This design comes from an exercise in tuning for small area on the open sky130 flow, not from production work. At most, simulation tests tie the RTL to the original design; equivalence was not proved. For runs 2 and 3, only the layout was checked, not whether the RTL still works. Power and IR drop assume default switching activity.

File: design/flow/run.sh
#!/bin/bash
# synth_recipe.tcl (not shown) runs the flow's synth.tcl, then flattens the netlist and writes it again
# the make line also repeats each setting of config.mk as NAME=value (left out here)
make -C /OpenROAD-flow-scripts/flow DESIGN_CONFIG=/design/flow/config.mk WORK_HOME=/design/flow/orfs CLKGATE_MAP_FILE= SYNTH_SCRIPT=/design/flow/synth_recipe.tcl finish
File: design/flow/config.mk
export PLATFORM = sky130hd
export DESIGN_NAME = pacal_core
export DESIGN_NICKNAME = pacal_core
export VERILOG_FILES = /design/flow/design.v
export SDC_FILE = /design/flow/constraint.sdc
export NUM_CORES = 4
export LEC_CHECK = 0
export CAP_MARGIN = 20
export CORE_MARGIN = 2
export CORE_UTILIZATION = 40
export SLEW_MARGIN = 20
File: design/flow/constraint.sdc
create_clock -name core_clock -period 10.0 [get_ports {clk}]
set_input_delay 2.0000 -clock core_clock [delete_from_list [all_inputs] [get_ports {clk}]]
set_output_delay 2.0000 -clock core_clock [all_outputs]
set_load 0.01 [all_outputs]
File: design/flow/design.v
module pacal_core (
    input  wire        clk,
    input  wire        rst,           
    input  wire        load_en,
    input  wire [1:0]  load_sel,      
    input  wire [3:0]  load_addr,
    input  wire [15:0] load_data,
    input  wire        run,
    input  wire        stop,
    input  wire [3:0]  irq_req,       
    input  wire [3:0]  irq_mask,
    input  wire        irq_enable,
    input  wire        key_avail,
    input  wire [3:0]  key_data,
    output wire        key_pop,
    output wire        char_valid,
    output wire [3:0]  char_data,
    output wire        running,
    output wire [2:0]  fault,
    input  wire [4:0]  dbg_addr,
    output reg  [3:0]  dbg_data
);
    localparam F_NONE     = 3'd0;
    localparam F_UNKNOWN  = 3'd1;
    localparam F_UNDER    = 3'd2;
    localparam F_OVER     = 3'd3;
    localparam F_RETRANGE = 3'd4;
    localparam F_IRET     = 3'd5;
    function [9:0] encode;
        input [15:0] w;
        reg [3:0] op;
        reg       m;
        reg [2:0] f;
        reg [1:0] ra, rb;
        reg [3:0] imm;
        reg       opnd_ok;
        begin
            op  = w[15:12];
            m   = w[11];
            f   = w[10:8];
            ra  = w[7:6];
            rb  = w[5:4];
            imm = w[3:0];
            opnd_ok = m ? (rb == 2'b00) : (imm == 4'h0);
            encode = 10'b0000_10_0000;
            case (op)
                4'h0: if (w == 16'h0000) encode = 10'b0000_00_0000;
                4'hB: if (f == 3'b000 && ra == 2'b00 && opnd_ok)
                          encode = m ? {4'b1011, 2'b11, imm} : {4'b1111, 2'b11, 2'b00, rb};
                4'hC: if (f <= 3'b010 && ra == 2'b00 && opnd_ok)
                          encode = m ? {4'b1011, f[1:0], imm} : {4'b1111, f[1:0], 2'b00, rb};
                4'hD: if (f == 3'b000 && ra == 2'b00 && opnd_ok)
                          encode = m ? {4'b0000, 2'b01, imm} : {4'b1111, 2'b00, 2'b01, rb};
                4'hE: if (w == 16'hE000 || w == 16'hE100)
                          encode = {4'b0000, 2'b00, 2'b10, 1'b0, f[0]};
                4'hF: if (w == 16'hF000)
                          encode = {4'b0000, 2'b00, 2'b11, 2'b00};
                      else if ((w & 16'hFFFC) == 16'hF100)
                          encode = {4'b0000, 2'b00, 2'b01, imm[1:0]};
                default:  
                    if (f == 3'b000 && opnd_ok)
                        encode = m ? {op, ra, imm} : {2'b11, op[3:2], ra, op[1:0], rb};
            endcase
        end
    endfunction
    reg [9:0]  imem [0:15];
    reg [4:0]  prog_len;
    reg [3:0]  rom0, rom1;
    reg [3:0]  ram  [0:9];
    reg [3:0]  regs [0:3];
    reg [3:0]  pc;
    reg        flag_c, flag_z;
    reg [3:0]  top;                   
    reg [3:0]  ring [0:15];           
    reg [3:0]  rcnt;                  
    reg [4:0]  depth;
    reg [3:0]  irq_status;
    reg        in_handler;
    reg [3:0]  saved_pc;
    reg [1:0]  saved_flags;           
    reg        run_q;
    reg [2:0]  fault_q;
    reg [3:0]  fault_pc;
    assign running = run_q;
    assign fault   = fault_q;
    wire [9:0] e     = imem[pc];
    wire [3:0] slot  = e[9:6];
    wire [1:0] ra    = e[5:4];
    wire [1:0] rb    = e[1:0];
    wire [3:0] imm   = e[3:0];
    wire       regf  = (e[9:8] == 2'b11);             
    wire       d_m1  = (slot != 4'h0) && (slot <= 4'hA);
    wire       d_m0  = regf && (e[7:6] != 2'b11);
    wire [3:0] op    = regf ? {e[7:6], e[3:2]} : slot;
    wire       is_d  = d_m1 || d_m0;
    wire       is_j  = (slot == 4'hB) || (slot == 4'hF && e[3:2] == 2'b00);
    wire       is_call = (slot == 4'h0 && e[5:4] == 2'b01) || (slot == 4'hF && e[3:2] == 2'b01);
    wire       misc  = (slot == 4'h0) && (e[5:4] == 2'b00);
    wire       is_nop  = misc && (e[3:2] == 2'b00);
    wire       is_irq  = misc && (e[3:2] == 2'b01);
    wire       is_rets = misc && (e[3:2] == 2'b10);
    wire       is_hlt  = misc && (e[3:2] == 2'b11);
    wire       is_ill  = !is_d && !is_j && !is_call && !misc;
    wire       is_end = ({1'b0, pc} >= prog_len);
    wire [1:0] rport  = run_q ? rb : dbg_addr[1:0];
    wire [3:0] rbv    = regs[rport];
    wire [3:0] a      = regs[ra];
    wire [3:0] b      = regf ? rbv : imm;
    wire [4:0] add_s = {1'b0, a} + {1'b0, b};
    wire [4:0] sub_s = {1'b0, a} - {1'b0, b};
    wire [7:0] mul_p = a * b;
    reg  [3:0] res;
    reg        res_c, res_z;
    always @(*) begin
        res   = 4'h0;
        res_c = 1'b0;
        case (op)
            4'h1: begin res = add_s[3:0]; res_c = add_s[4]; end
            4'h2, 4'h7: begin res = sub_s[3:0]; res_c = sub_s[4]; end
            4'h3: begin res = mul_p[3:0]; res_c = (mul_p[7:4] != 4'h0); end
            4'h4: res = a & b;
            4'h5: res = a | b;
            4'h6: res = a ^ b;
            default: ;
        endcase
        res_z = (op == 4'h3) ? (mul_p == 8'd0) : (res == 4'h0);
    end
    wire [3:0] maddr = run_q ? b : dbg_addr[3:0];
    reg  [3:0] mdata;
    always @(*) begin
        case (maddr)
            4'd0:  mdata = rom0;
            4'd1:  mdata = rom1;
            4'd2:  mdata = ram[0];
            4'd3:  mdata = ram[1];
            4'd4:  mdata = ram[2];
            4'd5:  mdata = ram[3];
            4'd6:  mdata = ram[4];
            4'd7:  mdata = ram[5];
            4'd8:  mdata = ram[6];
            4'd9:  mdata = ram[7];
            4'd10: mdata = ram[8];
            4'd11: mdata = ram[9];
            default: mdata = 4'h0;
        endcase
    end
    wire [3:0] bus_rdata = (b == 4'd13) ? {3'b000, key_avail} :
                           (b == 4'd14) ? (key_avail ? key_data : 4'h0) : mdata;
    reg cond;
    always @(*) begin
        case (e[5:4])
            2'b00: cond = flag_z;
            2'b01: cond = ~flag_z;
            2'b10: cond = flag_c;
            default: cond = 1'b1;
        endcase
    end
    wire [3:0] armed    = irq_status & irq_mask;
    wire       irq_take = irq_enable && !in_handler && (armed != 4'h0);
    wire [1:0] irq_line = armed[0] ? 2'd0 : armed[1] ? 2'd1 : armed[2] ? 2'd2 : 2'd3;
    wire       act      = run_q && !stop && !irq_take;    
    wire       sready   = (rcnt == depth[3:0]);          
    wire       empty    = (depth == 5'd0);
    wire       full     = depth[4];
    wire       ret_bad  = ({1'b0, top} >= prog_len);
    wire       is_ret   = is_rets && !e[0];
    wire       is_iret  = is_rets && e[0];
    reg  [2:0] fcode;
    always @(*) begin
        fcode = F_NONE;
        if (is_ill) fcode = F_UNKNOWN;
        else if (is_call && full) fcode = F_OVER;
        else if (is_ret && empty) fcode = F_UNDER;
        else if (is_ret && ret_bad) fcode = F_RETRANGE;
        else if (is_iret && !in_handler) fcode = F_IRET;
    end
    wire       x_fault  = !is_end && (fcode != F_NONE);
    wire       x_stop   = is_end || is_hlt;
    wire       x_wait   = !is_end && !x_fault && (is_call || is_ret) && !sready;
    wire       x_go     = act && !x_stop && !x_fault && !x_wait;   
    wire       is_load  = is_d && op == 4'h9;
    wire       is_store = is_d && op == 4'hA;
    wire       wr_reg   = is_d && (op <= 4'h6 || op == 4'h8 || op == 4'h9);
    wire       wr_flags = is_d && op <= 4'h7;
    assign key_pop    = x_go && is_load && (b == 4'd14) && key_avail;
    assign char_valid = x_go && is_store && (b == 4'd15);
    assign char_data  = a;
    wire [3:0] wval = (op == 4'h8) ? b : (op == 4'h9) ? bus_rdata : res;
    wire [3:0] pc1 = pc + 4'd1;
    integer i;
    always @(posedge clk) begin
        for (i = 0; i < 15; i = i + 1) ring[i] <= ring[i + 1];
        ring[15] <= sready ? top : ring[0];
        rcnt <= rcnt + 4'd1;
        if (rst) begin
            for (i = 0; i < 4; i = i + 1) regs[i] <= 4'h0;
            for (i = 0; i < 10; i = i + 1) ram[i] <= 4'h0;
            prog_len    <= 5'd0;
            pc          <= 4'h0;
            flag_c      <= 1'b0;
            flag_z      <= 1'b0;
            depth       <= 5'd0;
            rcnt        <= 4'd0;
            irq_status  <= 4'h0;
            in_handler  <= 1'b0;
            saved_pc    <= 4'h0;
            saved_flags <= 2'b00;
            run_q       <= 1'b0;
            fault_q     <= F_NONE;
            fault_pc    <= 4'h0;
        end else begin
            irq_status <= irq_status | irq_req;
            if (!run_q) begin
                if (load_en) begin
                    case (load_sel)
                        2'd0: imem[load_addr] <= encode(load_data);
                        2'd1: begin
                            if (load_addr == 4'd0) rom0 <= load_data[3:0];
                            if (load_addr == 4'd1) rom1 <= load_data[3:0];
                        end
                        2'd2: begin
                            prog_len <= load_data[4:0];
                            pc       <= 4'h0;
                        end
                        default: ;
                    endcase
                end else if (run) begin
                    run_q    <= 1'b1;
                    fault_q  <= F_NONE;
                    fault_pc <= 4'h0;
                end
            end else if (stop) begin
                run_q <= 1'b0;
            end else if (irq_take) begin
                saved_pc    <= pc;
                saved_flags <= {flag_c, flag_z};
                in_handler  <= 1'b1;
                irq_status  <= (irq_status & ~(4'b0001 << irq_line)) | irq_req;
                pc          <= {irq_line, 2'b00};
            end else if (x_stop) begin
                run_q <= 1'b0;
            end else if (x_fault) begin
                run_q    <= 1'b0;
                fault_q  <= fcode;
                fault_pc <= pc;
            end else if (!x_wait) begin
                pc <= pc1;
                if (wr_reg) regs[ra] <= wval;
                if (wr_flags) begin
                    flag_c <= res_c;
                    flag_z <= res_z;
                end
                if (is_store && b >= 4'd2 && b <= 4'd11) ram[b - 4'd2] <= a;
                if (is_irq) irq_status <= irq_status | irq_req | (4'b0001 << e[1:0]);
                if (is_j && cond) pc <= b;
                if (is_call) begin
                    pc    <= b;
                    top   <= pc1;
                    depth <= depth + 5'd1;
                end
                if (is_ret) begin
                    pc    <= top;
                    top   <= ring[15];
                    depth <= depth - 5'd1;
                end
                if (is_iret) begin
                    pc         <= saved_pc;
                    flag_c     <= saved_flags[1];
                    flag_z     <= saved_flags[0];
                    in_handler <= 1'b0;
                end
            end
        end
    end
    always @(*) begin
        if (!dbg_addr[4])
            dbg_data = mdata;
        else begin
            case (dbg_addr[3:0])
                4'd0, 4'd1, 4'd2, 4'd3: dbg_data = rbv;
                4'd4:  dbg_data = {2'b00, flag_c, flag_z};
                4'd5:  dbg_data = pc;
                4'd6:  dbg_data = fault_pc;
                4'd7:  dbg_data = depth[3:0];
                4'd8:  dbg_data = {3'b000, depth[4]};
                4'd9:  dbg_data = empty ? 4'h0 : top;
                4'd10: dbg_data = irq_status;
                4'd11: dbg_data = {3'b000, in_handler};
                4'd12: dbg_data = saved_pc;
                4'd13: dbg_data = {2'b00, saved_flags};
                default: dbg_data = 4'h0;
            endcase
        end
    end
endmodule
==> impl_metrics.py, run 1 <==
metrics = {
    "route": {
        "drt_iter0_drc": 1145,
        "post_drt_via_cell_ratio": 5.941,
        "drc": 0,
        "drt_wl_total_mm": 48.32,
        "detail-route-antenna-nets": 0,
        "wl_per_cell_um": 23.43,
        "vias": 12250,
        "first_pass_iters": 6,
    },
    "setup_path": {
        "worstPathArrival_ns": 6.51,
        "cp.required_ns": 8.00,
        "reg2regPathDepth": 23,
        "start_kind": "input pin",
        "rrSetupSlack_ns": 2.62,
        "critPathMaxFanout": 16,
        "end_kind": "primary output",
        "crit_type": "in2out",
        "critPathLaunch": "dbg_addr[0]",
        "rr_endpoint": "flag_z",
        "cp-endpoint": "dbg_data[3]",
    },
    "synthesis": {
        "synthFlopType": "edfxtp_1",
        "synth_edf_count": 228,
        "ys_seq_area_share_pct": 54.25,
        "synth.cell_area_um2": 16570,
        "ys_warn_count": 2,
        "netlist.area_leader.share_pct": 41.32,
        "synth_common_cells": "228 x edfxtp_1, 158 x nor2_1, 114 x nand2_1",
        "async_flop_share_pct": 0,
        "synth_most_common_cell": "edfxtp_1",
        "synth_cell_types": 95,
        "synth-seq-cells": 335,
        "syn_nets": 1522,
        "synth_largest_area_cell": "edfxtp_1",
        "synth_area_leaders": "edfxtp_1 41%, dfxtp_1 13%, mux4_2 6.7%",
        "syn_area_per_cell_um2": 11.58,
        "syn_inst": 1431,
    },
    "grt": {
        "grt_first_pass_wirelength_mm": 73.36,
        "antenna_found_initial": 0,
        "gr-total-overflow": 0,
        "grt_max_degree": 58,
        "grt_util_all_layers_pct": 22.35,
        "grt_pass1_vias": 11780,
    },
    "clocking": {
        "cts_resized": 0,
        "cts_tree": "yes",
        "clkLatencyLatePin_ns": 0.56,
        "cts.clk_slew.worst_paths_ns": 0.06,
        "ctsHoldBuffers": 0,
        "post_cts_buffers": 0,
        "cts_buffer_depth": 3,
        "clock_sinks": 335,
        "cts_htree_levels": 2,
        "cts_root_buffer": "clkbuf_16",
        "cts_made_buffers": 37,
    },
    "flow_run": {
        "drv_cap": 0,
    },
    "power_and_ir_drop": {
        "p_leak_nw": 6.278,
        "ir_drop_mv": 0.1309,
        "p_per_area_nw_per_um2": 165.5,
        "p_total_mw": 3.153,
    },
    "floorplan": {
        "pin_count": 60,
        "die_x_um": 207.5,
        "num_rows": 74,
        "fp.dieH_um": 207.5,
        "initial_core_util_pct": 40.58,
        "die_area_um2": 43070,
        "coreArea_um2": 40830,
    },
    "min_path": {
        "min_path_type": "reg2reg",
        "hp-start": "ring[8][1]",
    },
    "cells_and_area": {
        "drive_gt1_share_pct": 13.46,
        "syn_to_final_growth_pct": 14.98,
        "n_antenna_cell": 0,
        "fin_cells": 2062,
        "stdcell_area_um2": 19050,
        "fin_nets": 1594,
    },
    "placement": {
        "dp_slack_ns": 1.570,
        "dp_hpwl_mm": 35.62,
        "dp.cells": 1996,
        "globalplace.congestion": 0.9218,
        "io_buffers": 59,
        "place_area_um2": 17800,
    },
    "sta": {
        "period_needed_ns": 8.511,
        "worst_pin_slew_ns": 1.032,
        "rsz0062_at_grt": "false",
        "max_freq_mhz": 117.5,
        "setup_violations": 0,
        "fin_skew_ns": 0.01307,
        "slew_headroom_pct": 30.88,
        "period_share_pct": 85.11,
        "report.final.slew_viol_count": 0,
        "hold_viol": 0,
        "fin_tns_setup_ns": 0,
        "final.setup.worst_slack_ns": 1.489,
    },
    "status": {
        "status": "complete, no violations",
    },
}
[through the flow]
stage / utilization [%] / hold WS (ns)
after CTS: 46.64 / 0.3241
final: 46.66 / 0.3250
after detailed placement: 43.60 / 0.3121
after floorplan: - / 0.3096
after global placement: 43.57 / 0.3101
after global routing: 46.66 / 0.3262
[kinds of logic (layout without fill, tap and decap cells)]
| group | Yosys count | after routing | synth area share, % |
|---|---|---|---|
| AOI/OAI and AO/OA | 307 | 307 | 12.59 |
| xor gates and xnor gates | 17 | 17 | 0.8986 |
| adders and majority gates | 45 | 45 | 3.715 |
| buffers and inverters | 111 | 210 | 2.839 |
| DFF | 335 | 335 | 54.25 |
| muxes | 119 | 119 | 11.14 |
| and+or+nand+nor | 497 | 497 | 14.57 |
[power breakdown]
| group | internal, mW | switching [mW] |
|---|---|---|
| Clock | 0.820 | 0.568 |
| Sequential | 1.52 | 0.0197 |
| Combinational | 0.0831 | 0.144 |
[registers in the layout, indices dropped and copies added (netlist names), 5 cells and up, named ones only]
| register | cells |
|---|---|
| imem | 160 |
| ring | 64 |
| ram | 40 |
| regs | 16 |
| depth | 5 |
| prog_len | 5 |
[layer usage]
layer,part of all wire [%],global-route usage (%),wire [µm]
met5,0,0,0
met4,3.3,8.030,1609
met3,6.4,3.192,3103
met2,47,36.36,22670
met1,43,30.58,20930
[placed cells by master, fill, tap and decap left out, types with 8 or more instances in the layout]
| cell type | synthesis | final |
|---|---|---|
| dfxtp_1 | 107 | 105 |
| a21oi_1 | 76 | 75 |
| o22ai_1 | 12 | 12 |
| mux2_2 | 29 | 29 |
| inv_1 | 46 | 46 |
| a22oi_1 | 8 | 8 |
| nand4_1 | 16 | 16 |
| buf_4 | 0 | 34 |
| o21ai_0 | 51 | 51 |
| nand3_1 | 53 | 53 |
| ha_1 | 38 | 38 |
| a31oi_1 | 18 | 18 |
| nor3_1 | 33 | 33 |
| and3_1 | 14 | 14 |
| or2_2 | 9 | 9 |
| o211ai_1 | 14 | 14 |
| nor4_1 | 8 | 8 |
| clkdlybuf4s50_1 | 0 | 58 |
| o21bai_1 | 11 | 11 |
| nand2_1 | 114 | 114 |
| nor2_1 | 158 | 156 |
| xor2_1 | 11 | 11 |
| a22o_1 | 8 | 8 |
| a21o_1 | 9 | 9 |
| nor2b_1 | 19 | 19 |
| edfxtp_1 | 228 | 228 |
| mux2i_1 | 37 | 37 |
| mux4_2 | 49 | 49 |
| nand2b_1 | 22 | 22 |
| or3_1 | 10 | 10 |
| clkbuf_16 | 0 | 39 |
| o21ai_1 | 11 | 11 |
[area by class of cell]
| cell class | count | area [µm²] |
|---|---|---|
| clock buffers | 47 | 1036 |
| repair buffers | 93 | 840.8 |
| well taps | 532 | 665.6 |
| flip-flops and latches | 335 | 8991 |
| inverters | 51 | 191.4 |
| multi-input cells | 985 | 7119 |
| fillers | 3673 | 21780 |
| clock inverters | 19 | 207.7 |
[how the worst min path moves through the flow]
stage                        to  slack [ns]  cells after the start
floorplan            ring[0][0]        0.31                      0
global placement     ring[5][0]        0.31                      0
detailed placement  ring[13][1]        0.31                      0
CTS                  ring[0][1]        0.32                      0
global route         ring[1][3]        0.33                      0
finish               ring[7][1]        0.32                      0
[worst max-delay path: stages]
cell	delay [ns]
clkdlybuf4s50_1	0.72
nor2_1	0.42
clkinv_1	0.36
o21a_1	0.28
a21oi_2	0.18
o21ai_0	0.13
and3_1	0.19
nor2_1	0.54
mux2_2	0.40
o221ai_1	0.37
nor2_1	0.07
a31oi_1	0.23
clkdlybuf4s50_1	0.59
==> run 2: changes to the inputs <==
--- a/design/flow/design.v
+++ b/design/flow/design.v
@@ -65,3 +65,4 @@
     endfunction
-    reg [9:0]  imem [0:15];
+    reg [9:0]  iring [0:15];          
+    reg [3:0]  cnt;                   
     reg [4:0]  prog_len;
@@ -73,5 +74,6 @@
     reg [3:0]  top;                   
-    reg [3:0]  ring [0:15];           
-    reg [3:0]  rcnt;                  
+    reg [3:0]  sring [0:15];          
     reg [4:0]  depth;
+    reg        synced;                
+    reg        ret_pend;              
     reg [3:0]  irq_status;
@@ -83,5 +85,8 @@
     reg [3:0]  fault_pc;
+    reg        started;               
+    reg        ending;                
+    reg [3:0]  wait_n;                
     assign running = run_q;
     assign fault   = fault_q;
-    wire [9:0] e     = imem[pc];
+    wire [9:0] e     = iring[0];
     wire [3:0] slot  = e[9:6];
@@ -98,3 +103,2 @@
     wire       misc  = (slot == 4'h0) && (e[5:4] == 2'b00);
-    wire       is_nop  = misc && (e[3:2] == 2'b00);
     wire       is_irq  = misc && (e[3:2] == 2'b01);
@@ -103,2 +107,4 @@
     wire       is_ill  = !is_d && !is_j && !is_call && !misc;
+    wire       is_ret  = is_rets && !e[0];
+    wire       is_iret = is_rets && e[0];
     wire       is_end = ({1'b0, pc} >= prog_len);
@@ -160,4 +166,4 @@
     wire [1:0] irq_line = armed[0] ? 2'd0 : armed[1] ? 2'd1 : armed[2] ? 2'd2 : 2'd3;
-    wire       act      = run_q && !stop && !irq_take;    
-    wire       sready   = (rcnt == depth[3:0]);          
+    wire       here     = (cnt == pc);                  
+    wire       sready   = (cnt == depth[3:0]);          
     wire       empty    = (depth == 5'd0);
@@ -165,4 +171,2 @@
     wire       ret_bad  = ({1'b0, top} >= prog_len);
-    wire       is_ret   = is_rets && !e[0];
-    wire       is_iret  = is_rets && e[0];
     reg  [2:0] fcode;
@@ -178,4 +182,5 @@
     wire       x_stop   = is_end || is_hlt;
-    wire       x_wait   = !is_end && !x_fault && (is_call || is_ret) && !sready;
-    wire       x_go     = act && !x_stop && !x_fault && !x_wait;   
+    wire       act      = run_q && !stop && !ending && !irq_take && !ret_pend && here;
+    wire       x_go     = act && !x_stop && !x_fault && !is_ret &&
+                          !(is_call && !synced && !sready);
     wire       is_load  = is_d && op == 4'h9;
@@ -189,7 +194,13 @@
     wire [3:0] pc1 = pc + 4'd1;
+    wire [9:0] lword = encode(load_data);
+    wire       iwe   = !run_q && load_en && (load_sel == 2'd0) && !rst;
+    wire [3:0] wslot = load_addr + ~cnt;
     integer i;
     always @(posedge clk) begin
-        for (i = 0; i < 15; i = i + 1) ring[i] <= ring[i + 1];
-        ring[15] <= sready ? top : ring[0];
-        rcnt <= rcnt + 4'd1;
+        cnt <= cnt + 4'd1;
+        for (i = 0; i < 16; i = i + 1)
+            iring[i] <= (iwe && wslot == i) ? lword : iring[(i + 1) % 16];
+        for (i = 0; i < 15; i = i + 1) sring[i] <= sring[i + 1];
+        sring[15] <= sready ? top : sring[0];
+        if (sready) synced <= 1'b1;
         if (rst) begin
@@ -202,3 +213,4 @@
             depth       <= 5'd0;
-            rcnt        <= 4'd0;
+            synced      <= 1'b1;
+            ret_pend    <= 1'b0;
             irq_status  <= 4'h0;
@@ -210,2 +222,3 @@
             fault_pc    <= 4'h0;
+            ending      <= 1'b0;
         end else begin
@@ -215,3 +228,2 @@
                     case (load_sel)
-                        2'd0: imem[load_addr] <= encode(load_data);
                         2'd1: begin
@@ -230,5 +242,15 @@
                     fault_pc <= 4'h0;
+                    started  <= 1'b0;
+                    wait_n   <= 4'd0;
                 end
             end else if (stop) begin
-                run_q <= 1'b0;
+                run_q    <= 1'b0;
+                ending   <= 1'b0;
+                ret_pend <= 1'b0;
+            end else if (ending) begin
+                wait_n <= wait_n + 4'd1;
+                if (wait_n == 4'd15) begin
+                    run_q  <= 1'b0;
+                    ending <= 1'b0;
+                end
             end else if (irq_take) begin
@@ -239,33 +261,44 @@
                 pc          <= {irq_line, 2'b00};
-            end else if (x_stop) begin
-                run_q <= 1'b0;
-            end else if (x_fault) begin
-                run_q    <= 1'b0;
-                fault_q  <= fcode;
-                fault_pc <= pc;
-            end else if (!x_wait) begin
-                pc <= pc1;
-                if (wr_reg) regs[ra] <= wval;
-                if (wr_flags) begin
-                    flag_c <= res_c;
-                    flag_z <= res_z;
-                end
-                if (is_store && b >= 4'd2 && b <= 4'd11) ram[b - 4'd2] <= a;
-                if (is_irq) irq_status <= irq_status | irq_req | (4'b0001 << e[1:0]);
-                if (is_j && cond) pc <= b;
-                if (is_call) begin
-                    pc    <= b;
-                    top   <= pc1;
-                    depth <= depth + 5'd1;
-                end
-                if (is_ret) begin
-                    pc    <= top;
-                    top   <= ring[15];
-                    depth <= depth - 5'd1;
+                ret_pend    <= 1'b0;
+            end else if (ret_pend) begin
+                if (sready) begin
+                    pc       <= top;
+                    top      <= sring[15];
+                    depth    <= depth - 5'd1;
+                    ret_pend <= 1'b0;
                 end
-                if (is_iret) begin
-                    pc         <= saved_pc;
-                    flag_c     <= saved_flags[1];
-                    flag_z     <= saved_flags[0];
-                    in_handler <= 1'b0;
+            end else if (!here) begin
+                if (!started) wait_n <= wait_n + 4'd1;
+            end else begin
+                started <= 1'b1;
+                if (x_stop) begin
+                    ending <= 1'b1;
+                end else if (x_fault) begin
+                    ending   <= 1'b1;
+                    fault_q  <= fcode;
+                    fault_pc <= pc;
+                end else if (is_ret) begin
+                    ret_pend <= 1'b1;
+                end else if (x_go) begin
+                    pc <= pc1;
+                    if (wr_reg) regs[ra] <= wval;
+                    if (wr_flags) begin
+                        flag_c <= res_c;
+                        flag_z <= res_z;
+                    end
+                    if (is_store && b >= 4'd2 && b <= 4'd11) ram[b - 4'd2] <= a;
+                    if (is_irq) irq_status <= irq_status | irq_req | (4'b0001 << e[1:0]);
+                    if (is_j && cond) pc <= b;
+                    if (is_call) begin
+                        pc     <= b;
+                        top    <= pc1;
+                        depth  <= depth + 5'd1;
+                        synced <= 1'b0;
+                    end
+                    if (is_iret) begin
+                        pc         <= saved_pc;
+                        flag_c     <= saved_flags[1];
+                        flag_z     <= saved_flags[0];
+                        in_handler <= 1'b0;
+                    end
                 end
--- a/design/flow/config.mk
+++ b/design/flow/config.mk
@@ -7,5 +7,7 @@
 export LEC_CHECK = 0
+export ABC_AREA = 1
 export CAP_MARGIN = 20
 export CORE_MARGIN = 2
-export CORE_UTILIZATION = 40
+export CORE_UTILIZATION = 60
+export CTS_BUF_LIST = sky130_fd_sc_hd__clkbuf_4
 export SLEW_MARGIN = 20
==> impl_metrics.py, run 2 <==
metrics = {
    "placement": {
        "globalplace.congestion": 0.9967,
        "io_buffers": 59,
        "dp_hpwl_mm": 30.49,
    },
    "clocking": {
        "clkLatencyLatePin_ns": 0.71,
        "cts_htree_levels": 3,
        "ctsHoldBuffers": 0,
        "post_cts_buffers": 0,
        "cts_tree": "yes",
        "cts_made_buffers": 84,
        "cts_root_buffer": "clkbuf_4",
        "clock_sinks": 339,
        "cts_buffer_depth": 3,
        "cts.clk_slew.worst_paths_ns": 0.07,
        "cts_resized": 0,
    },
    "floorplan": {
        "die_area_um2": 26720,
        "die_x_um": 163.5,
        "initial_core_util_pct": 60.93,
        "fp.dieH_um": 163.5,
        "coreArea_um2": 25040,
        "pin_count": 60,
        "num_rows": 58,
    },
    "sta": {
        "fin_tns_setup_ns": 0,
        "worst_pin_slew_ns": 1.003,
        "report.final.slew_viol_count": 0,
        "slew_headroom_pct": 32.50,
        "period_share_pct": 74.77,
        "hold_viol": 0,
        "fin_skew_ns": 0.06016,
        "rsz0062_at_grt": "false",
        "max_freq_mhz": 133.7,
        "setup_violations": 0,
        "period_needed_ns": 7.477,
        "whs_ns": 0.2988,
    },
    "synthesis": {
        "synth_area_leaders": "dfxtp_1 35%, edfxtp_1 14%, nand2_1 11%",
        "synth.cell_area_um2": 15260,
        "netlist.area_leader.share_pct": 34.91,
        "synth_cell_types": 63,
        "ys_seq_area_share_pct": 49.27,
        "syn_nets": 1994,
        "async_flop_share_pct": 0,
        "ys_warn_count": 3,
        "synth_edf_count": 73,
        "synth_largest_area_cell": "dfxtp_1",
        "synth-seq-cells": 339,
        "syn_inst": 1898,
        "synth_common_cells": "461 x nand2_1, 266 x dfxtp_1, 203 x nor2_1",
        "syn_area_per_cell_um2": 8.038,
        "synthFlopType": "dfxtp_1",
        "synth_most_common_cell": "nand2_1",
    },
    "route": {
        "wl_per_cell_um": 17.48,
        "drc": 0,
        "detail-route-antenna-nets": 0,
        "drt_wl_total_mm": 41.84,
        "first_pass_iters": 8,
        "drt_iter0_drc": 1343,
        "vias": 13200,
        "post_drt_via_cell_ratio": 5.517,
    },
    "setup_path": {
        "critPathMaxFanout": 11,
        "end_kind": "primary output",
        "worstPathArrival_ns": 5.48,
        "reg2regPathDepth": 22,
        "cp.required_ns": 8.00,
        "crit_type": "in2out",
        "start_kind": "input pin",
    },
    "cells_and_area": {
        "fin_nets": 2097,
        "largest_registers": "iring (160), sring (64), ram (40)",
        "drive_gt1_share_pct": 11.06,
        "layout_common_cells": "461 x nand2_1, 266 x dfxtp_1, 203 x nor2_1",
        "largest_register_ff_count": 160,
        "syn_to_final_growth_pct": 12.50,
        "final_common_cell": "nand2_1",
        "regMostFlops": "iring",
    },
    "grt": {
        "grt_first_pass_wirelength_mm": 66.13,
        "met2_usage_pct": 52.40,
        "gr-usage-met1_pct": 41.19,
        "grt_util_all_layers_pct": 31.67,
        "grt_pass1_vias": 12860,
        "grtUsageMet3_pct": 5.967,
        "grt-busiest-layer": "met2",
        "antenna_found_initial": 1,
        "grt_max_degree": 39,
        "gr-total-overflow": 0,
    },
    "power_and_ir_drop": {
        "p_leak_nw": 7.246,
        "p_per_area_nw_per_um2": 167.4,
        "ir_drop_mv": 0.1663,
    },
    "status": {
        "status": "complete, no violations",
    },
    "flow_run": {
        "drv_cap": 0,
    },
    "min_path": {
        "whs_path_depth": 0,
        "min_path_type": "reg2reg",
    },
}
[run 2: metrics by stage]
| stage | instances | power (mW) | area, µm² | worst slack (ns) | utilization (%) |
|---|---|---|---|---|---|
| after floorplan | 1898 | 1.638 | 15260 | 4.462 | - |
| after global placement | 2245 | 1.736 | 16080 | 2.570 | 64.23 |
| after detailed placement | 2245 | 1.737 | 16080 | 2.609 | 64.23 |
| after CTS | 2392 | 2.889 | 17160 | 2.592 | 68.54 |
| after global routing | 2393 | 2.988 | 17160 | 2.232 | 68.55 |
| final | 2393 | 2.873 | 17160 | 2.523 | 68.55 |
[run 2: path summary, 6_finish.rpt]
kind                    start          end  slack (ns)
setup / recovery  dbg_addr[0]  dbg_data[2]        2.52
hold / removal    sring[4][0]  sring[3][0]        0.30
setup reg to reg        run_q       flag_z        4.81
hold reg to reg   sring[4][0]  sring[3][0]        0.30
[run 2: layout make-up]
type / count / area [µm²]
Timing Repair Buffer: 65 / 635.6
Inverter: 203 / 772.0
Clock buffer: 118 / 885.9
Fill cell: 2125 / 7874
Clock inverter: 29 / 192.7
Antenna cell: 1 / 2.502
Sequential cell: 339 / 7517
Multi-Input combinational cell: 1308 / 6744
Tap cell: 330 / 412.9
[run 2: kinds of logic after synthesis]
family	share of synthesized area, %
buf+inv	6.520
simple gates	26.03
compound gates	12.42
xor+xnor	1.263
flops	49.27
fa+ha+maj	4.494
[run 2: report_power, final]
part           switching (mW)  leakage [nW]  internal, mW
registers              0.0220          2.84          1.43
clock network           0.556         0.637         0.603
logic                   0.168          3.76        0.0897
total                   0.746          7.25          2.13
[run 2: critical path, cell delays in order]
cell and delay [ns]:
clkdlybuf4s50_1 0.50, nand2_2 0.26, nand2_2 0.18, nand2_1 0.12, nand2_1 0.05, nand2_1 0.05, nand3_1 0.10, nand3_1 0.11
nand2_1 0.10, nor2_1 0.66, nand2_1 0.15, inv_1 0.11, nand2_1 0.05, nand2_1 0.05, nor2_1 0.05, nand3_1 0.14
nand2_1 0.07, o21ai_0 0.13, clkdlybuf4s50_1 0.60
[run 2: routing by layer]
metal	vias up	share of wire, %	routed length, µm
li1	6497	-	-
met1	6074	42	17560
met2	532	47	19790
met3	98	7.8	3243
met4	0	3.0	1244
met5	-	0	0
==> run 3: changes to the inputs <==
--- a/design/flow/design.v
+++ b/design/flow/design.v
@@ -114,7 +114,8 @@
     wire [3:0] b      = regf ? rbv : imm;
-    wire [4:0] add_s = {1'b0, a} + {1'b0, b};
-    wire [4:0] sub_s = {1'b0, a} - {1'b0, b};
-    wire [7:0] mul_p = a * b;
+    wire       is_sub = (op == 4'h2) || (op == 4'h7);
+    wire       is_mul = (op == 4'h3);
+    wire [4:0] sum    = {1'b0, a} + {1'b0, b ^ {4{is_sub}}} + {4'b0000, is_sub};
+    wire [7:0] mul_p  = a * b;
     reg  [3:0] res;
-    reg        res_c, res_z;
+    reg        res_c;
     always @(*) begin
@@ -123,4 +124,4 @@
         case (op)
-            4'h1: begin res = add_s[3:0]; res_c = add_s[4]; end
-            4'h2, 4'h7: begin res = sub_s[3:0]; res_c = sub_s[4]; end
+            4'h1: begin res = sum[3:0]; res_c = sum[4]; end
+            4'h2, 4'h7: begin res = sum[3:0]; res_c = ~sum[4]; end
             4'h3: begin res = mul_p[3:0]; res_c = (mul_p[7:4] != 4'h0); end
@@ -131,4 +132,4 @@
         endcase
-        res_z = (op == 4'h3) ? (mul_p == 8'd0) : (res == 4'h0);
     end
+    wire       res_z  = (res == 4'h0) && !(is_mul && res_c);
     wire [3:0] maddr = run_q ? b : dbg_addr[3:0];
@@ -201,3 +202,3 @@
         for (i = 0; i < 16; i = i + 1)
-            iring[i] <= (iwe && wslot == i) ? lword : iring[(i + 1) % 16];
+            iring[i] <= (iwe && wslot == i) ? (lword ^ {10{i[0]}}) : ~iring[(i + 1) % 16];
         for (i = 0; i < 15; i = i + 1) sring[i] <= sring[i + 1];
@@ -288,3 +289,5 @@
                     end
-                    if (is_store && b >= 4'd2 && b <= 4'd11) ram[b - 4'd2] <= a;
+                    if (is_store)
+                        for (i = 0; i < 10; i = i + 1)
+                            if (b == i + 2) ram[i] <= a;
                     if (is_irq) irq_status <= irq_status | irq_req | (4'b0001 << e[1:0]);
--- a/design/flow/config.mk
+++ b/design/flow/config.mk
@@ -10,4 +10,6 @@
 export CORE_MARGIN = 2
-export CORE_UTILIZATION = 60
-export CTS_BUF_LIST = sky130_fd_sc_hd__clkbuf_4
+export CORE_UTILIZATION = 55
+export CTS_BUF_LIST = sky130_fd_sc_hd__clkbuf_8
+export CTS_CLUSTER_DIAMETER = 60
+export CTS_CLUSTER_SIZE = 20
 export SLEW_MARGIN = 20
==> impl_metrics.py, run 3 <==
metrics = {
    "setup_path": {
        "critical_path.max_stage_delay_ns": 0.58,
        "cpMostUsedCell": "nand2_1",
        "crit_type": "in2out",
        "slowest_stage": "clkdlybuf4s50_1",
        "critPathLaunch": "irq_mask[1]",
        "critPathMaxFanout": 12,
        "path_depth": 15,
        "end_kind": "primary output",
        "crit_family": "simple AND/OR/NAND/NOR gates",
        "rrSetupSlack_ns": 4.66,
        "worstPathArrival_ns": 5.34,
        "rr_endpoint": "flag_c",
        "path_cells": "clkdlybuf4s50_1 > nand2_1 > nand3_1 > nand2_1 > nor2_1 > nand2_1 > and3_1 > nor2_2 > nand2_1 > nor2_1 > nand2_1 > nor2_4 > nand2_1 > nor4_1 > clkdlybuf4s50_1",
        "cp-endpoint": "key_pop",
        "path_buf_inv": 2,
        "start_kind": "input pin",
        "reg2regPathDepth": 25,
        "rr_startpoint": "run_q",
        "cp.required_ns": 8.00,
    },
    "cells_and_area": {
        "seq_area_um2": 7117,
        "layout_common_cells": "323 x nor2_1, 306 x dfxtp_1, 305 x nand2_1",
        "largest_registers": "iring (160), sring (64), ram (40)",
        "fin_cells": 2370,
        "stdcell_area_um2": 16590,
        "final_common_cell": "nor2_1",
        "syn_to_final_growth_pct": 8.528,
        "largest_register_ff_count": 160,
        "fill_cells": 2559,
        "regMostFlops": "iring",
        "fin_nets": 2071,
        "drive_gt1_share_pct": 7.329,
        "n_antenna_cell": 0,
        "multi_input_area_um2": 7044,
    },
    "route": {
        "detail-route-antenna-nets": 0,
        "drt_wl_total_mm": 41.48,
        "drt_iter0_drc": 1101,
        "post_drt_via_cell_ratio": 5.431,
        "wl_per_cell_um": 17.50,
        "drc": 0,
        "first_pass_iters": 6,
        "vias": 12870,
    },
    "clocking": {
        "cts_buffer_depth": 3,
        "clkLatencyLatePin_ns": 0.64,
        "clock_sinks": 339,
        "cts_root_buffer": "clkbuf_8",
        "cts.clk_slew.worst_paths_ns": 0.11,
        "cts_made_buffers": 26,
        "cts_htree_levels": 1,
        "ctsHoldBuffers": 0,
        "cts_tree": "yes",
        "cts_resized": 0,
        "post_cts_buffers": 0,
    },
    "power_and_ir_drop": {
        "power.internal_mw": 1.912,
        "clockPowerShare_pct": 29.7,
        "p_seq_share_pct": 55.1,
        "combPwrFrac_pct": 15.2,
        "p_per_area_nw_per_um2": 163.9,
        "p_leak_nw": 7.047,
        "ir_drop_mv": 0.1906,
        "p_total_mw": 2.719,
        "sw_frac_of_total_pct": 29.69,
        "p_switching_mw": 0.8074,
    },
    "placement": {
        "dp.cells": 2328,
        "globalplace.congestion": 0.9660,
        "io_buffers": 59,
        "place_area_um2": 16030,
        "dp_hpwl_mm": 31.09,
        "dp_slack_ns": 2.703,
    },
    "sta": {
        "period_needed_ns": 7.341,
        "fin_tns_setup_ns": 0,
        "fin_skew_ns": 0.03633,
        "slew_headroom_pct": 47.05,
        "final.setup.worst_slack_ns": 2.659,
        "rsz0062_at_grt": "false",
        "setup_violations": 0,
        "worst_pin_slew_ns": 0.7921,
        "max_freq_mhz": 136.2,
        "report.final.slew_viol_count": 0,
        "period_share_pct": 73.41,
        "hold_viol": 0,
    },
    "grt": {
        "gr-total-overflow": 0,
        "grt_pass1_vias": 11990,
        "antenna_found_initial": 0,
        "grt_util_all_layers_pct": 28.67,
        "grt_first_pass_wirelength_mm": 65.68,
        "grt_max_degree": 64,
    },
    "floorplan": {
        "die_x_um": 170.7,
        "coreArea_um2": 27550,
        "die_area_um2": 29150,
        "pin_count": 60,
        "initial_core_util_pct": 55.49,
        "num_rows": 61,
        "fp.dieH_um": 170.7,
    },
    "synthesis": {
        "ys_warn_count": 4,
        "synth-seq-cells": 339,
        "synth_edf_count": 33,
        "ys_seq_area_share_pct": 46.55,
        "synth.cell_area_um2": 15290,
        "syn_nets": 2051,
        "synth_common_cells": "323 x nor2_1, 306 x dfxtp_1, 305 x nand2_1",
        "synth_cell_types": 63,
        "netlist.area_leader.share_pct": 40.07,
        "async_flop_share_pct": 0,
        "syn_area_per_cell_um2": 7.808,
        "synthFlopType": "dfxtp_1",
        "synth_area_leaders": "dfxtp_1 40%, nor2_1 7.9%, nand2_1 7.5%",
        "synth_most_common_cell": "nor2_1",
        "syn_inst": 1958,
        "synth_largest_area_cell": "dfxtp_1",
    },
    "min_path": {
        "min_path_type": "reg2reg",
    },
    "status": {
        "status": "complete, no violations",
    },
    "flow_run": {
        "drv_cap": 0,
    },
}
==> run 3: changes by cell type after synthesis, moves of 8 or more <==
| cell | change |
|---|---|
| a21oi_1 | +104 |
| clkbuf_1 | +11 |
| dfxtp_1 | +40 |
| edfxtp_1 | -40 |
| inv_1 | -11 |
| mux2i_1 | +15 |
| nand2_1 | -156 |
| nand2_2 | -10 |
| nand3_1 | +15 |
| nor2_1 | +120 |
| nor2_4 | +9 |
| nor3_1 | +12 |
| o21ai_0 | -74 |
| o31ai_1 | -8 |
==> run 3: layout make-up <==
cell class,instances,area share (%)
Multi-Input combinational cell,1344,42.46
Timing Repair Buffer,64,3.786
Sequential cell,339,42.89
Inverter,203,4.623
Tap cell,378,2.850
Clock buffer,28,2.323
Clock inverter,14,1.071
==> run 3: worst min-delay path by stage <==
stage	startpoint	end	depth (start not counted)
global placement	sring[7][3]	sring[6][3]	0
floorplan	sring[1][0]	sring[0][0]	0
detailed placement	sring[12][0]	sring[11][0]	0
finish	sring[9][1]	sring[8][1]	0
CTS	sring[9][1]	sring[8][1]	0
global route	sring[9][1]	sring[8][1]	0
==> run 3: cell families (layout without fill, tap and decap cells) <==
logic type / Yosys count / after routing / share of synthesized area (%)
AO/OA/AOI/OAI: 362 / 362 / 12.98
flip-flops: 339 / 339 / 46.55
AND/OR/NAND/NOR: 898 / 898 / 26.66
adder cells (fa/ha/maj): 47 / 47 / 4.190
XOR/XNOR: 22 / 22 / 1.260
multiplexers: 15 / 15 / 0.9821
buffers and inverters: 275 / 309 / 7.374
==> run 3: metrics by stage <==
| step | util, % | hold WS (ns) |
|---|---|---|
| 3_3_place_gp | 58.18 | 0.3119 |
| 5_1_grt | 60.22 | 0.3251 |
| 2_1_floorplan | - | 0.3096 |
| 6_report | 60.22 | 0.3218 |
| 3_5_place_dp | 58.18 | 0.3121 |
| 4_1_cts | 60.22 | 0.3232 |
==> run 3: metal layers <==
| layer | global-route usage, % | wire, µm | part of all wire (%) | vias to the layer above |
|---|---|---|---|---|
| li1 | - | - | - | 6450 |
| met1 | 39.13 | 18670 | 45 | 5988 |
| met2 | 47.70 | 19440 | 47 | 359 |
| met3 | 3.678 | 2154 | 5.2 | 75 |
| met4 | 8.398 | 1218 | 2.9 | 0 |
| met5 | 0 | 0 | 0 | - |
==> run 3: power by group through the flow <==
stage          Clock [mW]  Combinational (mW)  Sequential [mW]
2_1_floorplan           0               0.279             1.51
3_3_place_gp            0               0.402             1.53
3_5_place_dp            0               0.406             1.53
4_1_cts             0.824               0.409             1.50
5_1_grt             0.875               0.458             1.51
6_report            0.809               0.413             1.50
==> run 4: changes to the inputs <==
--- a/design/flow/design.v
+++ b/design/flow/design.v
@@ -117,3 +117,16 @@
     wire [4:0] sum    = {1'b0, a} + {1'b0, b ^ {4{is_sub}}} + {4'b0000, is_sub};
-    wire [7:0] mul_p  = a * b;
+    wire [3:0] mul_lo = (b[0] ? a : 4'h0) + (b[1] ? {a[2:0], 1'b0} : 4'h0) +
+                        (b[2] ? {a[1:0], 2'b00} : 4'h0) + (b[3] ? {a[0], 3'b000} : 4'h0);
+    reg        mul_hi;
+    always @(*) begin
+        case (a)
+            4'd0: mul_hi = 1'b0;
+            4'd1: mul_hi = 1'b0;
+            4'd2: mul_hi = b > 4'd7;
+            4'd3: mul_hi = b > 4'd5;
+            4'd4, 4'd5: mul_hi = b > 4'd3;
+            4'd6, 4'd7: mul_hi = b > 4'd2;
+            default: mul_hi = b > 4'd1;
+        endcase
+    end
     reg  [3:0] res;
@@ -126,3 +139,3 @@
             4'h2, 4'h7: begin res = sum[3:0]; res_c = ~sum[4]; end
-            4'h3: begin res = mul_p[3:0]; res_c = (mul_p[7:4] != 4'h0); end
+            4'h3: begin res = mul_lo; res_c = mul_hi; end
             4'h4: res = a & b;
==> design/flow/flow/run.sh (new file) <==
#!/bin/bash
set -euo pipefail
W=$(pwd)
mkdir -p my

# ORFS's synthesis, with ABC's script replaced right after the preamble
# that builds abc_args ({-script FILE ...}).
awk -v s="$W/flow/abc.script" '
  { print }
  /^source \$::env\(SCRIPTS_DIR\)\/synth_preamble.tcl/ {
    print "set abc_args [lreplace $abc_args 1 1 " s "]"
  }' "$FLOW_HOME/scripts/synth.tcl" > my/synth.tcl
grep -q "lreplace \$abc_args" my/synth.tcl
sed -e "s#\$::env(SCRIPTS_DIR)/synth.tcl#$W/my/synth.tcl#" synth_recipe.tcl > my/synth_recipe.tcl
grep -q "$W/my/synth.tcl" my/synth_recipe.tcl

# The standard flow's make command, with the synthesis script and the extra settings
sed -e "s#SYNTH_SCRIPT=[^ ]*#SYNTH_SCRIPT=$W/my/synth_recipe.tcl#" standard.sh > my/standard.sh
grep -q "my/synth_recipe.tcl" my/standard.sh
export BUFFER_PORTS_ARGS="-buffer_cell sky130_fd_sc_hd__buf_1"
export CTS_ARGS="-sink_clustering_enable -repair_clock_nets -sink_clustering_size 16 -sink_clustering_max_diameter 50 -buf_list sky130_fd_sc_hd__clkbuf_8 -dont_use_dummy_load"

bash my/standard.sh finish > flow_make.log 2>&1
test -s out/final.def
==> design/flow/flow/abc.script (new file) <==
strash
&get -n
&fraig -x
&put
scorr
dc2
strash
&get -n
&deepsyn -T 40
&dch -f
&nf -R 1000
&put
==> design/flow/standard.sh (new file) <==
#!/bin/bash
# synth_recipe.tcl (not shown) runs the flow's synth.tcl, then flattens the netlist and writes it again
# the make line also repeats each setting of config.mk as NAME=value (left out here)
make -C /OpenROAD-flow-scripts/flow DESIGN_CONFIG=/design/flow/config.mk WORK_HOME=/design/flow/orfs CLKGATE_MAP_FILE= SYNTH_SCRIPT=/design/flow/synth_recipe.tcl "${@:-finish}"
--- a/design/flow/config.mk
+++ b/design/flow/config.mk
@@ -7,3 +7,2 @@
 export LEC_CHECK = 0
-export ABC_AREA = 1
 export CAP_MARGIN = 20
@@ -12,4 +11,4 @@
 export CTS_BUF_LIST = sky130_fd_sc_hd__clkbuf_8
-export CTS_CLUSTER_DIAMETER = 60
-export CTS_CLUSTER_SIZE = 20
+export CTS_CLUSTER_DIAMETER = 50
+export CTS_CLUSTER_SIZE = 16
 export SLEW_MARGIN = 20
removed: design/flow/run.sh
==> impl_metrics.py, run 4 <==
metrics = {
    "clocking": {
        "cts_htree_levels": 2,
        "cts_made_buffers": 34,
        "clkLatencyLatePin_ns": 0.57,
        "cts_buffer_depth": 3,
        "ctsHoldBuffers": 0,
        "cts.clk_slew.worst_paths_ns": 0.09,
        "post_cts_buffers": 0,
        "cts_tree": "yes",
        "cts_resized": 0,
        "cts_root_buffer": "clkbuf_8",
        "clock_sinks": 339,
    },
    "floorplan": {
        "initial_core_util_pct": 56.03,
        "die_x_um": 158.6,
        "fp.dieH_um": 158.6,
        "num_rows": 56,
        "pin_count": 60,
        "die_area_um2": 25170,
        "coreArea_um2": 23470,
    },
    "cells_and_area": {
        "layout_common_cells": "306 x dfxtp_1, 239 x nor2_1, 183 x a21oi_1",
        "drive_gt1_share_pct": 3.694,
        "syn_to_final_growth_pct": 9.190,
        "largest_register_ff_count": 160,
        "largest_registers": "iring (160), sring (64), ram (40)",
        "fin_nets": 1598,
        "final_common_cell": "dfxtp_1",
        "regMostFlops": "iring",
        "fin_cells": 1836,
    },
    "min_path": {
        "whs_path_depth": 0,
        "min_path_type": "reg2reg",
        "worst_hold_path.endpoint": "sring[0][2]",
        "hp-start": "sring[1][2]",
    },
    "synthesis": {
        "synth_common_cells": "306 x dfxtp_1, 239 x nor2_1, 183 x a21oi_1",
        "ys_seq_area_share_pct": 54.11,
        "syn_inst": 1409,
        "synth_cell_types": 59,
        "syn_area_per_cell_um2": 9.335,
        "synth_edf_count": 33,
        "synth_area_leaders": "dfxtp_1 47%, edfxtp_1 7.5%, a21oi_1 7.0%",
        "synth-seq-cells": 339,
        "synth_most_common_cell": "dfxtp_1",
        "syn_nets": 1489,
        "netlist.area_leader.share_pct": 46.58,
        "ys_warn_count": 4,
        "synth_largest_area_cell": "dfxtp_1",
        "async_flop_share_pct": 0,
        "synth.cell_area_um2": 13150,
        "synthFlopType": "dfxtp_1",
    },
    "flow_run": {
        "drv_cap": 0,
    },
    "power_and_ir_drop": {
        "ir_drop_mv": 0.1443,
        "p_per_area_nw_per_um2": 170.2,
        "p_leak_nw": 5.458,
    },
    "placement": {
        "globalplace.congestion": 0.9625,
        "dp_hpwl_mm": 27.26,
        "dp.cells": 1800,
        "io_buffers": 59,
        "dp_slack_ns": 2.433,
    },
    "route": {
        "first_pass_iters": 5,
        "post_drt_via_cell_ratio": 5.987,
        "vias": 10990,
        "drt_iter0_drc": 1086,
        "drc": 0,
        "drt_wl_total_mm": 36.75,
        "detail-route-antenna-nets": 0,
        "wl_per_cell_um": 20.02,
    },
    "sta": {
        "slew_headroom_pct": 33.71,
        "fin_tns_setup_ns": 0,
        "worst_pin_slew_ns": 0.9884,
        "report.final.slew_viol_count": 0,
        "max_freq_mhz": 130.4,
        "fin_skew_ns": 0.09948,
        "hold_viol": 0,
        "period_share_pct": 76.66,
        "setup_violations": 0,
        "period_needed_ns": 7.666,
        "final.setup.worst_slack_ns": 2.334,
        "rsz0062_at_grt": "false",
    },
    "grt": {
        "antenna_found_initial": 1,
        "grt_util_all_layers_pct": 29.40,
        "grt_first_pass_wirelength_mm": 56.31,
        "grt_pass1_vias": 10040,
        "gr-total-overflow": 0,
        "grt_max_degree": 49,
    },
    "setup_path": {
        "worstPathArrival_ns": 5.67,
        "start_kind": "input pin",
        "reg2regPathDepth": 18,
        "rr_startpoint": "run_q",
        "slowest_stage": "mux2i_1",
        "rr_endpoint": "regs[2][3]",
        "crit_type": "in2out",
        "critical_path.max_stage_delay_ns": 0.53,
        "cp.required_ns": 8.00,
        "path_cells": "buf_1 > mux2i_1 > mux4_2 > nor2_1 > a21oi_1 > clkinv_1 > nand2_1 > o21ai_0 > a222oi_1 > nand3_1 > a211oi_1 > a22oi_1 > buf_1",
        "path_buf_inv": 3,
        "critPathMaxFanout": 9,
        "rrSetupSlack_ns": 4.97,
        "crit_family": "compound AO/OA/AOI/OAI gates",
        "cpMostUsedCell": "buf_1",
        "end_kind": "primary output",
    },
    "status": {
        "status": "complete, no violations",
    },
}
[run 4: how the worst max path moves through the flow]
stage | from | endpoint | cells after the start
after floorplan | dbg_addr[0] | dbg_data[2] | 12
after global placement | dbg_addr[0] | dbg_data[2] | 13
after detailed placement | dbg_addr[0] | dbg_data[2] | 13
after CTS | dbg_addr[0] | dbg_data[2] | 13
after global routing | dbg_addr[0] | dbg_data[2] | 13
final | dbg_addr[0] | dbg_data[2] | 13
[run 4: final cells by class]
class / count / area [µm²]
fill: 2051 / 9111
sequential: 339 / 7117
multi-input combinational: 1031 / 5903
clock buffer: 34 / 467.9
tap: 319 / 399.1
timing repair buffer: 73 / 325.3
inverter: 39 / 146.4
antenna: 1 / 2.502
[run 4: cell families after synthesis]
logic type	share of synthesized area, %
and+or+nand+nor	17.71
AOI/OAI and AO/OA	19.85
DFF	54.11
buffers and inverters	1.113
adders and majority gates	3.463
xor gates and xnor gates	1.998
muxes	1.750
[run 4: where the power goes]
group	leakage, nW	internal [mW]	switching (mW)	total (mW)
logic	2.25	0.0838	0.158	0.242
registers	2.96	1.45	0.0317	1.48
clock network	0.244	0.303	0.421	0.725
total	5.46	1.83	0.611	2.44
[run 4: through the flow]
stage	instance area (µm²)	hold slack, ns	util [%]	total power [mW]
2_1_floorplan	13150	0.3096	-	1.653
3_3_place_gp	13890	0.3098	59.16	1.741
3_5_place_dp	13890	0.3121	59.16	1.744
4_1_cts	14350	0.2931	61.15	2.454
5_1_grt	14360	0.2949	61.17	2.543
6_report	14360	0.2899	61.18	2.444
[run 4: layer usage]
layer / part of all wire [%] / track usage [%] / wire length [µm] / vias to the layer above
li1: - / - / - / 5257
met2: 45 / 47.04 / 16650 / 436
met1: 43 / 39.45 / 15920 / 5190
met4: 3.7 / 11.20 / 1347 / 0
met5: 0 / 0 / 0 / -
met3: 7.7 / 5.852 / 2833 / 109
==> run 5: changes to the inputs <==
--- a/design/flow/design.v
+++ b/design/flow/design.v
@@ -84,3 +84,3 @@
     reg [2:0]  fault_q;
-    reg [3:0]  fault_pc;
+    reg        pc_zero;               
     reg        started;               
@@ -116,3 +116,5 @@
     wire       is_mul = (op == 4'h3);
-    wire [4:0] sum    = {1'b0, a} + {1'b0, b ^ {4{is_sub}}} + {4'b0000, is_sub};
+    wire       is_mov = (op == 4'h8);
+    wire [3:0] a_in   = is_mov ? 4'h0 : a;        
+    wire [4:0] sum    = {1'b0, a_in} + {1'b0, b ^ {4{is_sub}}} + {4'b0000, is_sub};
     wire [3:0] mul_lo = (b[0] ? a : 4'h0) + (b[1] ? {a[2:0], 1'b0} : 4'h0) +
@@ -137,3 +139,3 @@
         case (op)
-            4'h1: begin res = sum[3:0]; res_c = sum[4]; end
+            4'h1, 4'h8: begin res = sum[3:0]; res_c = sum[4]; end
             4'h2, 4'h7: begin res = sum[3:0]; res_c = ~sum[4]; end
@@ -206,3 +208,3 @@
     assign char_data  = a;
-    wire [3:0] wval = (op == 4'h8) ? b : (op == 4'h9) ? bus_rdata : res;
+    wire [3:0] wval = (op == 4'h9) ? bus_rdata : res;
     wire [3:0] pc1 = pc + 4'd1;
@@ -223,3 +225,2 @@
             prog_len    <= 5'd0;
-            pc          <= 4'h0;
             flag_c      <= 1'b0;
@@ -235,3 +236,3 @@
             fault_q     <= F_NONE;
-            fault_pc    <= 4'h0;
+            pc_zero     <= 1'b1;
             ending      <= 1'b0;
@@ -248,3 +249,3 @@
                             prog_len <= load_data[4:0];
-                            pc       <= 4'h0;
+                            pc_zero  <= 1'b1;
                         end
@@ -255,3 +256,4 @@
                     fault_q  <= F_NONE;
-                    fault_pc <= 4'h0;
+                    pc_zero  <= 1'b0;
+                    if (pc_zero) pc <= 4'h0;
                     started  <= 1'b0;
@@ -292,3 +294,2 @@
                     fault_q  <= fcode;
-                    fault_pc <= pc;
                 end else if (is_ret) begin
@@ -330,4 +331,4 @@
                 4'd4:  dbg_data = {2'b00, flag_c, flag_z};
-                4'd5:  dbg_data = pc;
-                4'd6:  dbg_data = fault_pc;
+                4'd5:  dbg_data = pc_zero ? 4'h0 : pc;
+                4'd6:  dbg_data = (fault_q != F_NONE) ? pc : 4'h0;
                 4'd7:  dbg_data = depth[3:0];
--- a/design/flow/flow/run.sh
+++ b/design/flow/flow/run.sh
@@ -20,3 +20,3 @@
 export BUFFER_PORTS_ARGS="-buffer_cell sky130_fd_sc_hd__buf_1"
-export CTS_ARGS="-sink_clustering_enable -repair_clock_nets -sink_clustering_size 16 -sink_clustering_max_diameter 50 -buf_list sky130_fd_sc_hd__clkbuf_8 -dont_use_dummy_load"
+export CTS_ARGS="-sink_clustering_enable -repair_clock_nets -sink_clustering_size 16 -sink_clustering_max_diameter 100 -buf_list sky130_fd_sc_hd__clkbuf_8 -dont_use_dummy_load"
 
--- a/design/flow/config.mk
+++ b/design/flow/config.mk
@@ -7,3 +7,3 @@
 export LEC_CHECK = 0
-export CAP_MARGIN = 20
+export CAP_MARGIN = 0
 export CORE_MARGIN = 2
@@ -11,4 +11,4 @@
 export CTS_BUF_LIST = sky130_fd_sc_hd__clkbuf_8
-export CTS_CLUSTER_DIAMETER = 50
+export CTS_CLUSTER_DIAMETER = 100
 export CTS_CLUSTER_SIZE = 16
-export SLEW_MARGIN = 20
+export SLEW_MARGIN = 0
==> impl_metrics.py, run 5 <==
metrics = {
    "placement": {
        "dp_hpwl_mm": 26.21,
        "io_buffers": 59,
        "globalplace.congestion": 1.010,
    },
    "status": {
        "status": "complete, no violations",
    },
    "grt": {
        "grt_first_pass_wirelength_mm": 54.97,
        "grt_max_degree": 34,
        "grt_pass1_vias": 9648,
        "antenna_found_initial": 1,
        "grt_util_all_layers_pct": 28.58,
        "gr-total-overflow": 0,
    },
    "setup_path": {
        "path_cells": "buf_1 > mux2i_1 > mux4_2 > nor2_1 > a21oi_1 > nor2_1 > a21oi_1 > nor2_1 > a222oi_1 > nand4_1 > a211oi_1 > a22oi_1 > buf_1",
        "slowest_stage": "a21oi_1",
        "cpMostUsedCell": "nor2_1",
        "start_kind": "input pin",
        "critPathMaxFanout": 8,
        "end_kind": "primary output",
        "worstPathArrival_ns": 6.07,
        "critical_path.max_stage_delay_ns": 0.68,
        "crit_type": "in2out",
        "cp.required_ns": 8.00,
    },
    "power_and_ir_drop": {
        "p_per_area_nw_per_um2": 168.5,
        "sw_frac_of_total_pct": 25.72,
        "p_leak_nw": 5.400,
        "ir_drop_mv": 0.1684,
        "p_seq_share_pct": 62.4,
        "clockPowerShare_pct": 26.8,
        "combPwrFrac_pct": 10.8,
        "power.internal_mw": 1.762,
        "p_total_mw": 2.372,
        "p_switching_mw": 0.6102,
    },
    "cells_and_area": {
        "final_common_cell": "dfxtp_1",
        "regMostFlops": "iring",
        "layout_common_cells": "299 x dfxtp_1, 282 x nor2_1, 197 x a21oi_1",
        "largest_register_ff_count": 160,
        "largest_registers": "iring (160), sring (64), ram (40)",
        "syn_to_final_growth_pct": 8.017,
        "drive_gt1_share_pct": 2.607,
        "n_antenna_cell": 0,
        "fill_cells": 2045,
        "final_util_pct": 60.33,
        "fin_nets": 1578,
    },
    "route": {
        "route.met3.wl_mm": 2.769,
        "highest_layer": "met4",
        "vias": 10640,
        "wl_met1_mm": 15.93,
        "wl_per_cell_um": 19.66,
        "dr_wl_met2_mm": 15.72,
        "post_drt_via_cell_ratio": 5.861,
        "drt_wl_total_mm": 35.69,
        "first_pass_iters": 5,
        "detail-route-antenna-nets": 0,
        "drc": 0,
        "drt_iter0_drc": 1096,
    },
    "clocking": {
        "post_cts_buffers": 0,
        "cts_htree_levels": 1,
        "ctsHoldBuffers": 0,
        "cts_buffer_depth": 3,
        "cts_tree": "yes",
        "clock_sinks": 336,
        "cts_resized": 0,
        "cts.clk_slew.worst_paths_ns": 0.09,
        "cts_made_buffers": 26,
        "cts_root_buffer": "clkbuf_8",
        "clkLatencyLatePin_ns": 0.61,
    },
    "synthesis": {
        "synthFlopType": "dfxtp_1",
        "syn_nets": 1483,
        "synth_most_common_cell": "dfxtp_1",
        "netlist.area_leader.share_pct": 45.93,
        "synth_area_leaders": "dfxtp_1 46%, edfxtp_1 8.5%, nor2_1 8.1%",
        "synth_simple_gate_area_share_pct": 17.22,
        "ys_warn_count": 4,
        "synth_top_family_by_area": "compound AO/OA/AOI/OAI gates",
        "synth_compound_area_share_pct": 19.32,
        "syn_area_per_cell_um2": 9.288,
        "synth_cell_types": 55,
        "synth_largest_area_cell": "dfxtp_1",
        "synth-seq-cells": 336,
        "async_flop_share_pct": 0,
        "synthMuxAreaShare_pct": 2.055,
        "synth_common_cells": "299 x dfxtp_1, 282 x nor2_1, 197 x a21oi_1",
        "ys_seq_area_share_pct": 54.46,
        "synth_xor_area_share_pct": 2.016,
        "syn_inst": 1403,
        "synth_fa_ha_area_share_pct": 3.495,
        "synth_edf_count": 37,
        "synth.cell_area_um2": 13030,
    },
    "floorplan": {
        "die_x_um": 157.9,
        "coreArea_um2": 23330,
        "initial_core_util_pct": 55.85,
        "fp.dieH_um": 157.9,
        "num_rows": 56,
        "pin_count": 60,
        "die_area_um2": 24940,
    },
    "sta": {
        "slew_headroom_pct": 27.26,
        "worst_pin_slew_ns": 1.080,
        "rsz0062_at_grt": "false",
        "max_freq_mhz": 123.9,
        "fin_skew_ns": 0.09199,
        "hold_viol": 0,
        "whs_ns": 0.2786,
        "period_share_pct": 80.70,
        "setup_violations": 0,
        "period_needed_ns": 8.070,
        "fin_tns_setup_ns": 0,
        "report.final.slew_viol_count": 0,
    },
    "min_path": {
        "min_path_type": "reg2reg",
    },
    "flow_run": {
        "drv_cap": 0,
    },
}
[run 5: cell types whose count changed after synthesis, moves of 7 or more]
| cell | before | now |
|---|---|---|
| and2_0 | 21 | 10 |
| nor4_1 | 12 | 3 |
| nand2b_1 | 23 | 11 |
| dfxtp_1 | 306 | 299 |
| a21oi_1 | 183 | 197 |
| nor2_1 | 239 | 282 |
| nand3_1 | 21 | 30 |
| nand2_1 | 139 | 118 |
| or3_1 | 14 | 6 |
| clkinv_1 | 39 | 50 |
| o21ai_0 | 73 | 61 |
[run 5: metal layers]
metal / up-vias / track usage [%]
li1: 5177 / -
met1: 4941 / 40.64
met2: 447 / 44.39
met3: 73 / 4.243
met4: 0 / 10.30
met5: - / 0
[run 5: final cells by class]
cell class	count	area [µm²]	share of cell area, %
multi-input combinational	1017	5753	40.87
tap	319	399.1	2.836
sequential	336	7097	50.42
inverter	50	187.7	1.333
timing repair buffer	67	281.5	2.000
clock buffer	26	357.8	2.542
[run 5: power by group through the flow]
| stage | combinational (mW) | sequential (mW) | clock [mW] |
|---|---|---|---|
| after CTS | 0.253 | 1.48 | 0.651 |
| after global placement | 0.249 | 1.51 | 0 |
| final | 0.257 | 1.48 | 0.636 |
| after floorplan | 0.166 | 1.50 | 0 |
| after global routing | 0.284 | 1.49 | 0.700 |
| after detailed placement | 0.251 | 1.51 | 0 |
[run 5: worst max-delay path, delay by kind of cell]
family	cells	cell delay, ns
buf+inv	2	0.33
simple gates	4	0.67
compound gates	5	2.20
mux	2	0.86
[run 5: path summary, 6_finish.rpt]
check / cells after the start / end / slack [ns] / from
max: 13 / dbg_data[0] / 1.93 / dbg_addr[0]
min: 0 / sring[10][3] / 0.28 / sring[11][3]
max reg2reg: 18 / regs[3][3] / 4.87 / run_q
min reg2reg: 0 / sring[10][3] / 0.28 / sring[11][3]
[run 5: cells by family after synthesis]
group / after synthesis
muxes: 21
buffers and inverters: 50
and+or+nand+nor: 524
DFF: 336
AOI/OAI and AO/OA: 408
adders and majority gates: 34
xor gates and xnor gates: 30
[run 5: per-stage QoR]
stage,area (µm²),worst slack (ns),std cells
floorplan,13030,2.946,1403
global placement,13720,2.237,1789
detailed placement,13720,2.036,1789
CTS,14080,2.042,1815
global route,14080,1.614,1815
finish,14080,1.930,1815

[afterwards: timing with drivers on the ports]
In the flow no input, the clock included, has a driving cell. The finished layouts below were timed again as built, in two steps. Step 1: set_driving_cell puts a clkbuf_16 on clk and a buf_2 on each other input, an assumption about the parent block. Step 2 moves the port delays by t, midway between the first and last clock arrival at a register: inputs arrive t later, outputs are due t later. That takes back most of the time a late clock gives input paths. Three values: ideal, step 1, step 2; two values: the first two.
| run | t, ns | setup WS [ns] | hold WS [ns] | worst data-port slew with drivers (ns) | pins driven straight from the clock port |
|---|---|---|---|---|---|
| run 1 | 0.603 | 1.489 / 1.467 / 1.467 | 0.325 / 0.325 / 0.325 | 0.04 | 1 |
| run 2 | 0.729 | 2.523 / 2.480 / 2.480 | 0.299 / 0.299 / 0.299 | 0.05 | 1 |
| run 3 | 0.669 | 2.659 / 2.633 / 2.633 | 0.322 / 0.322 / 0.322 | 0.04 | 1 |
| run 4 | 0.564 | 2.334 / 2.300 / 2.300 | 0.290 / 0.290 / 0.290 | 0.09 | 1 |
| run 5 | 0.609 | 1.930 / 1.907 / 1.907 | 0.279 / 0.279 / 0.279 | 0.03 | 1 |
After both steps setup and hold are still met in every run listed. The setup slack of run 2, which loses most, moves by -0.043 ns with the drivers and by -0.043 ns with both steps.
